Context: an optimization exercise on an open-source flow, tuned for small area, a short achievable clock period and few clock cycles. The choices shown serve that exercise and are no tape-out recipe.
In this exercise RTL edits were held to simulation tests only and were not proved equivalent to the original.
Power and IR drop assume default switching activity.

## oak
// intdec
module intdec (
    input  wire        clk,
    input  wire        rst,
    input  wire        start,
    input  wire [63:0] in_len,
    input  wire [63:0] out_cap,
    output wire        in_rd,
    output wire [12:0] in_raddr,
    input  wire [63:0] in_rdata,
    output reg         out_we,
    output wire [15:0] out_addr,
    output wire [63:0] out_wdata,
    output wire [13:0] status,
    output wire [63:0] result_len,
    output wire [63:0] err_info
);
clock: 8.0 ns
lec_check: 0
cap_margin: 20
core_margin: 2
core_utilization: 45
setup_slack_margin: 4.6
slew_margin: 20
tns_end_percent: 15
run.sh (not shown) runs the stock make flow with config.mk's settings and CLKGATE_MAP_FILE= SYNTH_SCRIPT=/design/flow/synth_recipe.tcl, a recipe that flattens the netlist after the stock synthesis.
oak has completed all stages; timing, DRC and antenna checks passed.
Testbench counts of oak, summed over its fixed seeds: cycles 29,181.
Changes in pine relative to oak:
# oak
export LEC_CHECK = 0
export CAP_MARGIN = 20
export CORE_MARGIN = 2
export CORE_UTILIZATION = 45
export SETUP_SLACK_MARGIN = 4.6
export SLEW_MARGIN = 20
export TNS_END_PERCENT = 15
create_clock -name core_clock -period 8.0 [get_ports {clk}]
# pine
export LEC_CHECK = 0
export CAP_MARGIN = 20
export CORE_MARGIN = 2
export CORE_UTILIZATION = 45
export CTS_BUF_LIST = sky130_fd_sc_hd__clkbuf_4 sky130_fd_sc_hd__clkbuf_8
export SETUP_SLACK_MARGIN = 4.6
export SLEW_MARGIN = 20
export TNS_END_PERCENT = 15
create_clock -name core_clock -period 8.0 [get_ports {clk}]
==> flow/flow/run.sh (new file) <==
#!/bin/bash
# The standard layout (the standard.sh, unchanged synthesis and steps), with the
# port buffers that global placement inserts made of the smallest plain buffer cell
# (sky130_fd_sc_hd__buf_1) instead of the one buffer_ports picks by default.
set -euo pipefail
export BUFFER_PORTS_ARGS="-buffer_cell sky130_fd_sc_hd__buf_1"
bash standard.sh > standard_flow.log 2>&1
==> flow/standard.sh (new file) <==
#!/bin/bash
# synth_recipe.tcl (not shown) runs the flow's synth.tcl, then flattens the netlist and writes it again
# the make line also repeats each setting of config.mk as NAME=value (left out here)
make -C /OpenROAD-flow-scripts/flow DESIGN_CONFIG=/design/flow/config.mk WORK_HOME=/design/flow/orfs CLKGATE_MAP_FILE= SYNTH_SCRIPT=/design/flow/synth_recipe.tcl "${@:-finish}"
removed: flow/run.sh
### Flow results
- pine finished all stages; the layout is clean.
- pine against oak: utilization now smaller; final worst-path cycle share now smaller; area growth from synthesis to final layout now smaller; number of buffers and inverters on the critical path now smaller.
- oak -> pine: number of routed nets with antenna violations delta 0, exact match
- Run comparison: pine master of the slowest instance on the critical path sky130_fd_sc_hd__dfxtp_4; oak master of the slowest instance on the critical path sky130_fd_sc_hd__clkdlybuf4s50_1
- Number of buffers created by CTS up about 55% in pine wrt oak
- | non-clock buffering overhead in the final layout | pine vs oak | 6.5 points lower |
- For pine, the critical path class was flop to flop, unlike oak, where it was flop to output port.
- Compared to oak, pine shows a wider setup margin.
- Cmp pine vs oak: power density over the cells higher in pine
- As of pine, via count had fallen by a few percent compared to oak.
- The relative max-transition margin of pine was superior to that of oak.
Edits applied to the flow inputs when going from pine to birch:
# pine
export LEC_CHECK = 0
export CAP_MARGIN = 20
export CORE_MARGIN = 2
export CORE_UTILIZATION = 45
export CTS_BUF_LIST = sky130_fd_sc_hd__clkbuf_4 sky130_fd_sc_hd__clkbuf_8
export SETUP_SLACK_MARGIN = 4.6
export SLEW_MARGIN = 20
export TNS_END_PERCENT = 15
create_clock -name core_clock -period 8.0 [get_ports {clk}]
# birch
export LEC_CHECK = 0
export CAP_MARGIN = 20
export CORE_MARGIN = 2
export CORE_UTILIZATION = 45
export SETUP_SLACK_MARGIN = 4.6
export SLEW_MARGIN = 20
export TNS_END_PERCENT = 15
create_clock -name core_clock -period 8.0 [get_ports {clk}]
Results
For the clock skew, birch came in 0.032 ns lower than pine did.
birch vs. pine: arrival time at the worst endpoint dropped 0.06 ns, aggregate routed wire length decreased about 1.6%, via count of the first global-routing pass down 330, minimum clock period after layout went up.
Going from pine to birch, global-route usage lost 0.55 points, number of buffers inserted to repair setup after CTS now smaller, clock-pin slew on the worst setup and hold paths held steady.

========
== P ==
Another version of the RTL of intdec (not shown whole).
Size: roughly 3,300 cells after synthesis, ~380 flip-flops, ~430 I/O pins.
export LEC_CHECK = 0
export CAP_MARGIN = 20
export CORE_MARGIN = 2
export CORE_UTILIZATION = 45
export SETUP_SLACK_MARGIN = 4.6
export SLEW_MARGIN = 20
export TNS_END_PERCENT = 5
create_clock -name core_clock -period 8.0 [get_ports {clk}]
standard.sh (not shown) runs the stock make flow with config.mk's settings and CLKGATE_MAP_FILE= SYNTH_SCRIPT=/design/flow/synth_recipe.tcl, a recipe that flattens the netlist after the stock synthesis.
==> flow/flow/run.sh <==
#!/bin/bash
# The standard layout (the standard.sh, unchanged synthesis and steps), with the
# port buffers that global placement inserts made of the smallest plain buffer cell
# (sky130_fd_sc_hd__buf_1) instead of the one buffer_ports picks by default.
set -euo pipefail
export BUFFER_PORTS_ARGS="-buffer_cell sky130_fd_sc_hd__buf_1"
bash standard.sh > standard_flow.log 2>&1
Testbench counts of P, summed over its fixed seeds: cycles 29,181.
Relative to P, the following input files were edited for Q:
# P
export LEC_CHECK = 0
export CAP_MARGIN = 20
export CORE_MARGIN = 2
export CORE_UTILIZATION = 45
export SETUP_SLACK_MARGIN = 4.6
export SLEW_MARGIN = 20
export TNS_END_PERCENT = 5
create_clock -name core_clock -period 8.0 [get_ports {clk}]
# Q
export LEC_CHECK = 0
export CAP_MARGIN = 20
export CORE_MARGIN = 2
export CORE_UTILIZATION = 45
export SETUP_SLACK_MARGIN = 4.6
export SLEW_MARGIN = 20
export TNS_END_PERCENT = 15
create_clock -name core_clock -period 8.0 [get_ports {clk}]
Findings:
- Re number of routed nets with antenna violations: no difference whatsoever between P and Q.
- Re time the worst path needs with I/O delays and setup: Q is 53 ps up on P.
- Flip-flop and latch share of the layout cell area: lower on Q
- Compared with P, Q shows a critical path data required time that is 40 ps lower.
- Compared with P, Q shows a layout overhead on the synthesized area that is 1.2 points higher.
- Sort P and Q by critical path depth, ascending, and Q comes first.
- Lower register-to-register slack was reported by P, not Q.
- Q vs P: fmax down slightly
- Q: no failed stages, no open violations at the end
- Looking at total power, Q sits above P.
- Q vs. P: worst relative slew slack saw a decrease, routing usage on met2 +0.91 points.

## afterwards: timing with drivers on the ports
How much do the figures lean on ideal ports? The routed layouts below were timed once more, with nothing changed but the port constraints.
Step 1 sets driving cells, clkbuf_16 on the clock port and buf_2 on the other inputs (assumed; they add their load-dependent delay and slew).
Step 2 times the ports against the registers' clock, not the clock port: input delays grow and output delays shrink by t, the midpoint of the rising clock arrivals with the driver on.
Three values: ideal, step 1, step 2; two values: the first two.
run | t (ns) | slack for setup (ns) | worst data-port slew with drivers (ns)
oak | 0.673 | 4.463 / 4.394 / 3.877 | 0.06
pine | 0.730 | 4.510 / 4.510 / 3.874 | 0.05
birch | 0.657 | 4.500 / 4.507 / 3.884 | 0.05
P | 0.677 | 4.420 / 4.424 / 3.786 | 0.11
Q | 0.667 | 4.366 / 4.406 / 3.740 | 0.12
After both steps setup and hold are still met in every run listed. The setup slack of pine, which loses most, moves by 0.000 ns with the drivers and by -0.636 ns with both steps.
